This design comes from an exercise in tuning for small area, a short achievable clock period and few clock cycles on the open sky130 flow, not from production work.
At most, simulation tests tie the RTL to the original design; equivalence was not proved.
Power figures rest on the tool's default switching activity, not on a simulated workload.

Setup of job 101:
==> flow/design.v (excerpt) <==
module cc_framer (
    input  wire        clk,
    input  wire        rst,
    input  wire        cmd_valid,
    output wire        cmd_ready,
    input  wire [1:0]  cmd_op,       
    input  wire [15:0] cmd_arg,      
    input  wire [31:0] cmd_time,     
    input  wire        in_valid,
    output reg         in_ready,
    input  wire [7:0]  in_data,
    output reg         out_valid,
    input  wire        out_ready,
    output wire [7:0]  out_data,
    output wire        out_last,
    output reg         resp_valid,
    input  wire        resp_ready,
    output reg         resp_err,
    output reg         resp_desync,
    output wire [15:0] resp_nout,
    output reg  [31:0] resp_desync_count
);
Size: roughly 130 I/O pins, ~0.061 sq mm of cells after synthesis.
clock: 8.0 ns
lec_check: 0
cap_margin: 20
core_margin: 2
core_utilization: 60
cts_cluster_diameter: 100
cts_cluster_size: 30
place_density: 0.75
setup_slack_margin: 5
slew_margin: 20
run.sh (not shown) runs the stock make flow with config.mk's settings and CLKGATE_MAP_FILE= SYNTH_SCRIPT=/design/flow/synth_recipe.tcl, a recipe that flattens the netlist after the stock synthesis.
Job 101 ended with every stage complete and zero timing, DRC or antenna violations.
Testbench counts of job 101, summed over its fixed seeds: cycles 135,818.
Relative to job 101, the following input files were edited for job 102:
-- flow/design.v --
<<< job 101, line 43
    wire           wr;             
    wire           rd;             
    wire           empty = (cnt == 9'd0);
    wire           w_tap = (wp == {PB{1'b0}});
    wire           h_tap = (hp == {PB{1'b0}});
>>> job 102, line 43
    wire           wr;             
    wire           rd;             
    reg            empty;          
    reg            cnt_1;          
    reg            cnt_f1;         
    reg            cnt_f;          
    wire           w_tap = (wp == {PB{1'b0}});
    wire           h_tap = (hp == {PB{1'b0}});
<<< job 101, line 151
    wire        wr1     = wr && !rd;
    wire        rd1     = rd && !wr;
    wire        empty_n = disc || (wr1 ? 1'b0 : rd1 ? (cnt == 9'd1) : empty);
    wire        nfull_n = wr1 ? (cnt != N - 1) : rd1 ? 1'b1 : (cnt != N);
    wire        wtap_n  = wr || (wp == M - 1);
    wire        remz_n  = st_feed ? (c_arg == 16'd0) : wr ? (rem == 16'd1) : (rem == 16'd0);
>>> job 102, line 154
    wire        wr1     = wr && !rd;
    wire        rd1     = rd && !wr;
    wire        empty_n = disc || (wr1 ? 1'b0 : rd1 ? cnt_1 : empty);
    wire        nfull_n = wr1 ? !cnt_f1 : rd1 ? 1'b1 : !cnt_f;
    wire [8:0]  cnt_n   = disc ? 9'd0 : wr1 ? cnt + 9'd1 : rd1 ? cnt - 9'd1 : cnt;
    wire        wtap_n  = wr || (wp == M - 1);
    wire        remz_n  = st_feed ? (c_arg == 16'd0) : wr ? (rem == 16'd1) : (rem == 16'd0);
<<< job 101, line 186
            hj         <= {JB{1'b0}};
            cnt        <= 9'd0;
            in_ready   <= 1'b0;
            wen        <= {K{1'b0}};
>>> job 102, line 190
            hj         <= {JB{1'b0}};
            cnt        <= 9'd0;
            empty      <= 1'b1;
            cnt_1      <= 1'b0;
            cnt_f1     <= 1'b0;
            cnt_f      <= 1'b0;
            in_ready   <= 1'b0;
            wen        <= {K{1'b0}};
<<< job 101, line 265
                end
            end
            if (disc)
                cnt <= 9'd0;
            else if (wr1)
                cnt <= cnt + 9'd1;
            else if (rd1)
                cnt <= cnt - 9'd1;
            in_ready <= ir_n;
            for (ij = 0; ij < K; ij = ij + 1)
>>> job 102, line 273
                end
            end
            cnt    <= cnt_n;
            empty  <= (cnt_n == 9'd0);
            cnt_1  <= (cnt_n == 9'd1);
            cnt_f1 <= (cnt_n == N - 1);
            cnt_f  <= (cnt_n == N);
            in_ready <= ir_n;
            for (ij = 0; ij < K; ij = ij + 1)
Results
Re number of antenna violations at the first check in global routing: job 102 is 7 up on job 101.
The portion of the post-synthesis area used by sequential elements on job 101 is in line with that on job 102.
Job 102 gives more first-pass GRT wire length than job 101 did.
Global routing met2 resource utilization was lower in job 101 than in job 102.
Job 102 -> job 101: instance area after placement flat
Non-clock buffer area fraction after layout: job 102 vs job 101 — no meaningful difference
[job 102] achievable clock frequency fell about 0.4% relative to job 101
Function not checked in job 102: the RTL went through the layout flow alone.

--- another note on this design; it stands on its own ---

==> flow/design.v (excerpt) <==
module cc_framer (
    input  wire        clk,
    input  wire        rst,
    input  wire        cmd_valid,
    output wire        cmd_ready,
    input  wire [1:0]  cmd_op,       
    input  wire [15:0] cmd_arg,      
    input  wire [31:0] cmd_time,     
    input  wire        in_valid,
    output reg         in_ready,
    input  wire [7:0]  in_data,
    output reg         out_valid,
    input  wire        out_ready,
    output wire [7:0]  out_data,
    output wire        out_last,
    output reg         resp_valid,
    input  wire        resp_ready,
    output reg         resp_err,
    output reg         resp_desync,
    output wire [15:0] resp_nout,
    output reg  [31:0] resp_desync_count
);
Settings: LEC_CHECK=0, CAP_MARGIN=20, CORE_MARGIN=2, CORE_UTILIZATION=60, CTS_CLUSTER_DIAMETER=120, CTS_CLUSTER_SIZE=28, PLACE_DENSITY=0.68, SETUP_SLACK_MARGIN=5, SLEW_MARGIN=20; clock period 8.0 ns.
run.sh (not shown) runs the stock make flow with config.mk's settings and CLKGATE_MAP_FILE= SYNTH_SCRIPT=/design/flow/synth_recipe.tcl, a recipe that flattens the netlist after the stock synthesis.
Testbench counts at the start, summed over its fixed seeds: cycles 137,058.
Edit:
- CTS_CLUSTER_DIAMETER: 120 -> 100
- CTS_CLUSTER_SIZE: 28 -> 30
- PLACE_DENSITY: 0.68 -> 0.75
The new run completed without violations.
Cell area is about the same.
Routed wire length climbs by 2.9%.
Total power barely changes.
Edit:
- PLACE_DENSITY: 0.75 -> 0.68
Routed wire length fell by 2.9%.
Utilization stays flat.
Design area is about the same.
Total power stays flat.
Die area does not change.
Worst setup slack is worse by 0.027 ns.
Via count shrinks by 1.9%.
Fmax shrinks by 0.90%.
Edit:
- ABC_AREA: not set -> 1
Result:
- The changed run finished clean
- non-clock buffer count decreases by 27
- core utilization decreases by 0.21 points
- critical path depth increases by 8
- clock power hardly moves
- synthesized area increases by about 0.6%
- cell count increases by 9.3%

========
cc_framer, a different RTL version from the one above (not shown whole).
Size: ~4200 cells after synthesis, about 2400 flip-flops, roughly 130 I/O pins, about 61000 um2 of cells after synthesis.
clock: 8.0 ns
lec_check: 0
cap_margin: 20
core_margin: 2
core_utilization: 70
cts_cluster_diameter: 100
cts_cluster_size: 30
place_density: 0.8
setup_slack_margin: 5
slew_margin: 20
Testbench counts at the start, summed over its fixed seeds: cycles 137,058.
==> next run, changes <==
--- a/flow/config.mk
+++ b/flow/config.mk
@@ -8,8 +8,8 @@
 export CAP_MARGIN = 20
 export CORE_MARGIN = 2
-export CORE_UTILIZATION = 70
+export CORE_UTILIZATION = 60
 export CTS_CLUSTER_DIAMETER = 100
 export CTS_CLUSTER_SIZE = 30
-export PLACE_DENSITY = 0.8
+export PLACE_DENSITY = 0.75
 export SETUP_SLACK_MARGIN = 5
 export SLEW_MARGIN = 20
Outcome: The changed run completed without violations; global-route usage decreases by 5.8 points; final area increases slightly; via count decreases by a few percent.
==> next run, changes <==
--- a/flow/config.mk
+++ b/flow/config.mk
@@ -9,6 +9,6 @@
 export CORE_MARGIN = 2
 export CORE_UTILIZATION = 60
-export CTS_CLUSTER_DIAMETER = 100
-export CTS_CLUSTER_SIZE = 30
+export CTS_CLUSTER_DIAMETER = 90
+export CTS_CLUSTER_SIZE = 25
 export PLACE_DENSITY = 0.75
 export SETUP_SLACK_MARGIN = 5
After rerunning:
- cell count stays flat
- total power grows by a few percent
- synthesized area does not change
- non-clock buffer count shrinks by 6
- setup slack degrades by 8.8 ps
- clock skew grows by 15 ps
- combinational power shrinks slightly
- core utilization grows by 0.24 points
- global-route usage grows by 0.30 points
- clock-buffer cell count grows by 17

afterwards: timing with drivers on the ports:
The flow's constraints put no driver on any port. The routed layouts listed below were extracted and timed again, unchanged, in two steps. Step 1, drivers: a clkbuf_16 drives clk and a buf_2 each remaining input, both assumed. Step 2 times the ports against the registers' clock, not the clock port: input delays grow and output delays shrink by t, the midpoint of the rising clock arrivals with the driver on. Slacks: no drivers / after step 1 / after step 2; pairs: no drivers / after step 1.
| run | t (ns) | setup WS [ns] | worst setup path at the end |
|---|---|---|---|
| job 101 | 0.762 | 4.861 / 4.861 / 4.216 | input to register |
| job 102 | 0.748 | 4.848 / 4.876 / 4.128 | input to register |
| the first run of note 2 | 0.753 | 4.850 / 4.850 / 4.188 | input to register |
| the second run of note 2 | 0.771 | 4.956 / 4.912 / 4.188 | input to register |
| the third run of note 2 | 0.750 | 4.928 / 4.928 / 4.206 | input to register |
| the fourth run of note 2 | 0.744 | 4.932 / 4.932 / 4.230 | input to register |
| the first run of note 3 | 0.754 | 4.714 / 4.714 / 4.172 | input to register |
| the second run of note 3 | 0.751 | 4.884 / 4.877 / 4.126 | input to register |
| the third run of note 3 | 0.762 | 4.875 / 4.875 / 4.223 | input to register |
After both steps every run listed still meets setup and hold. For the second run of note 2, which loses most, drivers alone change the setup slack by -0.044 ns; drivers and shift together by -0.768 ns.
